Context: an optimization exercise on an open-source flow, tuned for small area, a short achievable clock period and few clock cycles per item. The choices shown serve that exercise and are no tape-out recipe. The RTL was checked by simulation tests, not by an equivalence proof against the original design. Power figures rest on the tool's default switching activity, not on a simulated workload.

==> flow/design.v <==
module tc_uplink_codec (
    input  wire        clk,
    input  wire        rst_n,
    input  wire        in_valid,
    output wire        in_ready,
    input  wire [7:0]  in_data,
    input  wire        in_last,
    input  wire [1:0]  in_op,
    output reg         out_valid,
    input  wire        out_ready,
    output reg  [7:0]  out_data,
    output reg         out_last,
    output reg  [15:0] out_res
);
    localparam [1:0] OP_CRC  = 2'd0;
    localparam [1:0] OP_SCR  = 2'd1;
    localparam [1:0] OP_CLTU = 2'd2;
    localparam [1:0] OP_TC   = 2'd3;
    localparam [2:0] S_IDLE  = 3'd0;
    localparam [2:0] S_SYNC0 = 3'd1;
    localparam [2:0] S_SYNC1 = 3'd2;
    localparam [2:0] S_BODY  = 3'd3;
    localparam [2:0] S_PAR   = 3'd4;
    localparam [2:0] S_FILL  = 3'd5;
    localparam [2:0] S_TAIL  = 3'd6;
    localparam [1:0] SRC_DATA  = 2'd0;
    localparam [1:0] SRC_CRCHI = 2'd1;
    localparam [1:0] SRC_CRCLO = 2'd2;
    localparam [1:0] SRC_DONE  = 2'd3;
    function [15:0] crc16_byte;
        input [15:0] c;
        input [7:0]  b;
        integer k;
        reg [15:0] r;
        begin
            r = c ^ {b, 8'h00};
            for (k = 0; k < 8; k = k + 1)
                r = r[15] ? ((r << 1) ^ 16'h1021) : (r << 1);
            crc16_byte = r;
        end
    endfunction
    function [7:0] scr_byte;
        input [7:0] s;
        integer k;
        reg [7:0] st, g;
        begin
            st = s;
            g  = 8'h00;
            for (k = 0; k < 8; k = k + 1) begin
                g  = {g[6:0], st[0]};
                st = {st[2] ^ st[4] ^ st[6] ^ st[7], st[7:1]};
            end
            scr_byte = g;
        end
    endfunction
    function [7:0] scr_next;
        input [7:0] s;
        integer k;
        reg [7:0] st;
        begin
            st = s;
            for (k = 0; k < 8; k = k + 1)
                st = {st[2] ^ st[4] ^ st[6] ^ st[7], st[7:1]};
            scr_next = st;
        end
    endfunction
    function [7:0] par_step;
        input [7:0] a;
        input [7:0] b;
        reg [7:0] x;
        begin
            x = a ^ b;
            par_step = {x[6:0], x[7]};
        end
    endfunction
    reg [2:0]  state;
    reg [1:0]  op;
    reg [1:0]  src;
    reg [15:0] crc;
    reg [7:0]  par_all;    
    reg [7:0]  lfsr;
    reg [7:0]  blk_par;    
    reg [2:0]  blk_cnt;    
    reg [15:0] nblocks;
    reg [2:0]  tail_cnt;
    wire op_crc  = (op == OP_CRC) || (op == OP_TC);
    wire op_scr  = (op == OP_SCR) || (op == OP_TC);
    wire op_cltu = (op == OP_CLTU) || (op == OP_TC);
    wire load = !out_valid || out_ready;
    reg [7:0] pay_byte;
    reg       pay_avail;
    reg       pay_final;
    reg [1:0] src_next;
    always @(*) begin
        pay_byte  = in_data;
        pay_avail = 1'b0;
        src_next  = src;
        case (src)
            SRC_DATA: begin
                pay_byte  = in_data;
                pay_avail = in_valid;
                src_next  = in_last ? (op_crc ? SRC_CRCHI : SRC_DONE) : SRC_DATA;
            end
            SRC_CRCHI: begin
                pay_byte  = crc[15:8];
                pay_avail = 1'b1;
                src_next  = SRC_CRCLO;
            end
            SRC_CRCLO: begin
                pay_byte  = crc[7:0];
                pay_avail = 1'b1;
                src_next  = SRC_DONE;
            end
            default: begin
                pay_byte  = 8'h00;
                pay_avail = 1'b0;
                src_next  = SRC_DONE;
            end
        endcase
        pay_final = (src_next == SRC_DONE);
    end
    wire [7:0] coded_byte = op_scr ? (pay_byte ^ scr_byte(lfsr)) : pay_byte;
    assign in_ready = (state == S_BODY) && (src == SRC_DATA) && load;
    wire body_fire = (state == S_BODY) && pay_avail && load;
    reg [15:0] result;
    always @(*) begin
        case (op)
            OP_SCR:  result = {8'h00, par_all};
            OP_CLTU: result = nblocks;
            default: result = crc;
        endcase
    end
    always @(posedge clk) begin
        if (!rst_n) begin
            state     <= S_IDLE;
            op        <= OP_CRC;
            src       <= SRC_DATA;
            crc       <= 16'hFFFF;
            par_all   <= 8'h00;
            lfsr      <= 8'hFF;
            blk_par   <= 8'h00;
            blk_cnt   <= 3'd0;
            nblocks   <= 16'd0;
            tail_cnt  <= 3'd0;
            out_valid <= 1'b0;
            out_data  <= 8'h00;
            out_last  <= 1'b0;
            out_res   <= 16'h0000;
        end else begin
            if (out_valid && out_ready)
                out_valid <= 1'b0;
            case (state)
                S_IDLE: begin
                    if (in_valid) begin
                        op       <= in_op;
                        src      <= SRC_DATA;
                        crc      <= 16'hFFFF;
                        par_all  <= 8'h00;
                        lfsr     <= 8'hFF;
                        blk_par  <= 8'h00;
                        blk_cnt  <= 3'd0;
                        nblocks  <= 16'd0;
                        tail_cnt <= 3'd0;
                        state    <= (in_op == OP_CLTU || in_op == OP_TC) ? S_SYNC0 : S_BODY;
                    end
                end
                S_SYNC0: begin
                    if (load) begin
                        out_valid <= 1'b1;
                        out_data  <= 8'hEB;
                        out_last  <= 1'b0;
                        state     <= S_SYNC1;
                    end
                end
                S_SYNC1: begin
                    if (load) begin
                        out_valid <= 1'b1;
                        out_data  <= 8'h90;
                        out_last  <= 1'b0;
                        state     <= S_BODY;
                    end
                end
                S_BODY: begin
                    if (body_fire) begin
                        if (src == SRC_DATA) begin
                            crc     <= crc16_byte(crc, in_data);
                            par_all <= par_step(par_all, in_data);
                        end
                        src  <= src_next;
                        lfsr <= scr_next(lfsr);
                        out_valid <= 1'b1;
                        out_data  <= coded_byte;
                        if (op_cltu) begin
                            out_last <= 1'b0;
                            blk_par  <= par_step(blk_par, coded_byte);
                            if (blk_cnt == 3'd6) begin
                                blk_cnt <= 3'd0;
                                state   <= S_PAR;
                            end else begin
                                blk_cnt <= blk_cnt + 3'd1;
                                if (pay_final)
                                    state <= S_FILL;
                            end
                        end else begin
                            out_last <= pay_final;
                            if (pay_final) begin
                                out_res <= (op == OP_SCR) ? {8'h00, par_step(par_all, in_data)}
                                                          : crc;
                                state   <= S_IDLE;
                            end
                        end
                    end
                end
                S_FILL: begin
                    if (load) begin
                        out_valid <= 1'b1;
                        out_data  <= 8'h55;
                        out_last  <= 1'b0;
                        blk_par   <= par_step(blk_par, 8'h55);
                        if (blk_cnt == 3'd6) begin
                            blk_cnt <= 3'd0;
                            state   <= S_PAR;
                        end else begin
                            blk_cnt <= blk_cnt + 3'd1;
                        end
                    end
                end
                S_PAR: begin
                    if (load) begin
                        out_valid <= 1'b1;
                        out_data  <= blk_par;
                        out_last  <= 1'b0;
                        blk_par   <= 8'h00;
                        nblocks   <= nblocks + 16'd1;
                        state     <= (src == SRC_DONE) ? S_TAIL : S_BODY;
                    end
                end
                S_TAIL: begin
                    if (load) begin
                        out_valid <= 1'b1;
                        out_data  <= 8'hC5;
                        out_last  <= (tail_cnt == 3'd6);
                        tail_cnt  <= tail_cnt + 3'd1;
                        if (tail_cnt == 3'd6) begin
                            out_res <= result;
                            state   <= S_IDLE;
                        end
                    end
                end
                default: state <= S_IDLE;
            endcase
        end
    end
endmodule
==> flow/run.sh <==
#!/bin/bash
# synth_recipe.tcl (not shown) runs the flow's synth.tcl, then flattens the netlist and writes it again
# the make line also repeats each setting of config.mk as NAME=value (left out here)
make -C /OpenROAD-flow-scripts/flow DESIGN_CONFIG=/design/flow/config.mk WORK_HOME=/design/flow/orfs CLKGATE_MAP_FILE= SYNTH_SCRIPT=/design/flow/synth_recipe.tcl finish
==> flow/config.mk <==
export PLATFORM = sky130hd
export DESIGN_NAME = tc_uplink_codec
export DESIGN_NICKNAME = tc_uplink_codec
export VERILOG_FILES = /design/flow/design.v
export SDC_FILE = /design/flow/constraint.sdc
export NUM_CORES = 4
export LEC_CHECK = 0
export CAP_MARGIN = 20
export CORE_MARGIN = 2
export CORE_UTILIZATION = 40
export PLACE_DENSITY = 0.6
export SLEW_MARGIN = 20
==> flow/constraint.sdc <==
create_clock -name core_clock -period 5.0 [get_ports {clk}]
set_input_delay 1.0000 -clock core_clock [delete_from_list [all_inputs] [get_ports {clk}]]
set_output_delay 1.0000 -clock core_clock [all_outputs]
set_load 0.01 [all_outputs]
==> results.txt <==
Status - no timing/DRC/antenna violations
Post-synth top area cell - dfxtp_1
Vias - 5121
I/O pins - 42
R2r endpoint - crc[3]$_SDFFE_PN1P_
Worst setup path end - in_ready
PwrDens - 464 nW/µm²
Detailed Routing Iterations Pass 1 - 6
Final WS setup - 1.28 ns
Final hold vios - 0
Flop2flop setup slack - 1.92 ns
Crit path required time - 4.00 ns
Asr flop ratio synth - 0%
Tcrit/Tclk final - 74.5%
Pin count of the biggest net entering global routing - 48
Area growth syn-to-layout - 14.4%
Row count - 42
Pre-CTS WS - 1.54 ns
CP arrival - 2.72 ns
Synth Flop Type - dfxtp_1
Setup crit start kind - flop
Final Net Count - 695
Antenna-violating nets left - 0
RSZ-0062 raised after global routing - no
Fmax - 269 MHz
Most frequent cell after synthesis - dfxtp_1
Leakage - 2.20 nW
Most frequent cells after synthesis - dfxtp_1 (95), nand2_1 (58), o21ai_0 (48)
Synth top area share - 35.0%
Met2 Use GR - 35.5%
WL final - 15.7 mm
WS Path Type - flop to primary output
First-pass GRT wire length - 25.3 mm
Tot Pwr - 2.88 mW
Min-Delay Path Class - flop to flop
FF+latch count, synth - 95
Initial antenna violation count - 0
Met3 GRT Util - 4.58%
Worst-case reg-to-reg path depth - 7
CTS root buf - clkbuf_16
Clock Path Buffers - 2
Share of cells above drive strength 1 - 5.34%
GR Layer Usage met1 - 28.9%
Total gr overflow - 0
Max-Cap Viols - 0
Htree depth - 3
Vias in the first global route - 4855
Core area - 13200 µm²
Clock transition at path regs - 0.07 ns
Total clock sinks - 95
Vert. Die Dim - 121 µm
# diodes - 0
Skew final - 0.0106 ns
Die Span X - 121 µm
Setup bufs post-CTS - 0
# DRC - 0
Worst r2r src - state[0]$_SDFFE_PN0P_
Dominant cells by area after synthesis - dfxtp_1 (35%), xnor2_1 (5.3%), xor2_1 (5.3%)
CTS tree - done
Count of cell types in the netlist - 67
Total GRT Usage - 22.1%
Register area share after synthesis - 35.0%
Gr busiest metal - met2
Final Max Slew Viols - 0
Drt via density - 6.02
Syn nets - 686
Hold_buf cts - 0
CTS Buf Count - 9
Post-synth EDFFs - 0
Setup TNS - 0 ns
Die ar. - 14500 µm²
Worst Hold Slack - 0.473 ns
CP Capture Type - primary output
Tmin final - 3.72 ns
Mapped Cells - 660
Worst-Skew Late Latency - 0.36 ns
Max_slew headroom - 26.8%
Ys Warns - 1
Drt wl/cell - 18.5 µm
Tightest Pin Transition - 1.10 ns
Max VDD drop - 0.149 mV
Crit Path Max Fanout - 31
Port Buffers - 41
Critical Path Start - state[0]$_SDFFE_PN0P_
Initial DRC count - 506
Hpwl dp - 10.9 mm
Synthesized area - 5430 µm²
Starting Density - 41.0%
Post-cts gate resize count - 0
Avg Inst Size Synth - 8.23 µm²
# setup viols final - 0
GPL Wtd Cong - 0.907
==> layout make-up <==
type | instances | area, µm²
clock buffers | 14 | 274
clock inverters | 2 | 37.5
fillers | 1323 | 7030
inverters | 12 | 45.0
multi-input cells | 504 | 3280
flip-flops and latches | 95 | 1900
well taps | 176 | 220
repair buffers | 47 | 455
==> worst max-delay path, stage by stage, from the launching register on <==
cell and delay [ns]:
dfxtp_1 0.82, and3b_1 0.25, buf_4 0.34, nand2_1 0.19, nor2_1 0.20, clkdlybuf4s50_1 0.57
==> flip-flops by register name, summed over array words and instances (netlist names) <==
signal	flops
nblocks	16
par_all	8
out_data	8
src	2
state	3
crc	16
out_last	1
blk_cnt	3
out_valid	1
lfsr	8
tail_cnt	3
out_res	16
blk_par	8
op	2
==> kinds of logic (layout without fill, tap and decap cells) <==
| group | after synthesis | after routing | share of synthesized area, % |
|---|---|---|---|
| AOI/OAI and AO/OA | 216 | 216 | 26.8 |
| xor gates and xnor gates | 67 | 67 | 11.1 |
| adders and majority gates | 11 | 11 | 2.53 |
| buffers and inverters | 61 | 75 | 4.70 |
| DFF | 95 | 95 | 35.0 |
| muxes | 3 | 3 | 0.576 |
| and+or+nand+nor | 207 | 207 | 19.3 |
==> layout by cell type, fill, tap and decap left out, drive strengths merged, types with 10 or more instances in the layout <==
master	synthesis	layout
clkbuf	36	14
inv	11	11
nor3	14	14
or3	17	17
clkdlybuf4s50	0	41
nand2	58	58
a31oi	12	12
a21oi	48	48
ha	11	11
o22ai	11	11
xnor2	33	33
nand3	25	25
xor2	33	33
and3	10	10
nor2	46	46
a22oi	17	17
o21ai	49	49
dfxtp	95	95
o211ai	10	10
==> power breakdown <==
group | leakage [nW] | internal [mW] | switching [mW] | total, mW
Combinational | 1.28 | 0.450 | 0.692 | 1.14
Clock | 0.149 | 0.430 | 0.306 | 0.736
Sequential | 0.771 | 0.857 | 0.147 | 1.00
==> how the worst min path moves through the flow <==
stage,slack (ns),cells past startpoint,end,from
after floorplan,0.46,2,nblocks[1]$_SDFFE_PN0P_,nblocks[1]$_SDFFE_PN0P_
after detailed placement,0.47,2,out_data[6]$_SDFFE_PN0P_,out_data[6]$_SDFFE_PN0P_
final,0.47,2,out_data[6]$_SDFFE_PN0P_,out_data[6]$_SDFFE_PN0P_
after global routing,0.50,2,out_data[6]$_SDFFE_PN0P_,out_data[6]$_SDFFE_PN0P_
after global placement,0.46,2,out_data[6]$_SDFFE_PN0P_,out_data[6]$_SDFFE_PN0P_
after CTS,0.48,2,out_data[6]$_SDFFE_PN0P_,out_data[6]$_SDFFE_PN0P_
==> metrics by stage <==
step           cell area (µm²)  util [%]  cells
2_1_floorplan             5430         -    660
3_5_place_dp              5900      44.6    834
5_1_grt                   6210      46.9    850
6_report                  6210      46.9    850
4_1_cts                   6210      46.9    850
3_3_place_gp              5900      44.6    834
==> metal layers <==
metal	up-vias	part of all wire [%]
met4	0	2.6
met3	29	5.1
met2	172	47
met5	-	0
li1	2446	-
met1	2474	45
Testbench counts, summed over its fixed seeds: cycles 19,261, bytes 15,499.

## static timing again, ports no longer ideal
No port has a modelled driver above. Below, the same layout with a new extraction and two added sets of constraints. Step 1 (the two cells are an assumption about what drives the block):
set clk [get_ports {clk}]
set_driving_cell -lib_cell sky130_fd_sc_hd__clkbuf_16 $clk
set_driving_cell -lib_cell sky130_fd_sc_hd__buf_2 [delete_from_list [all_inputs] $clk]
Step 2, shift: input delay + t, output delay - t, t = (earliest + latest rising clock arrival at the registers) / 2. This alone moves slack from input paths to output paths. Three values: no drivers, after step 1, after step 2; two values: the first two.
t, ns: 0.390
setup slack, ns: 1.276 / 1.238 / 1.485
worst data-port slew with drivers (ns): 0.04
pins driven straight from the clock port: 1
After both steps this run still meets setup and hold. For this run, drivers alone change the setup slack by -0.038 ns; drivers and shift together by +0.209 ns.
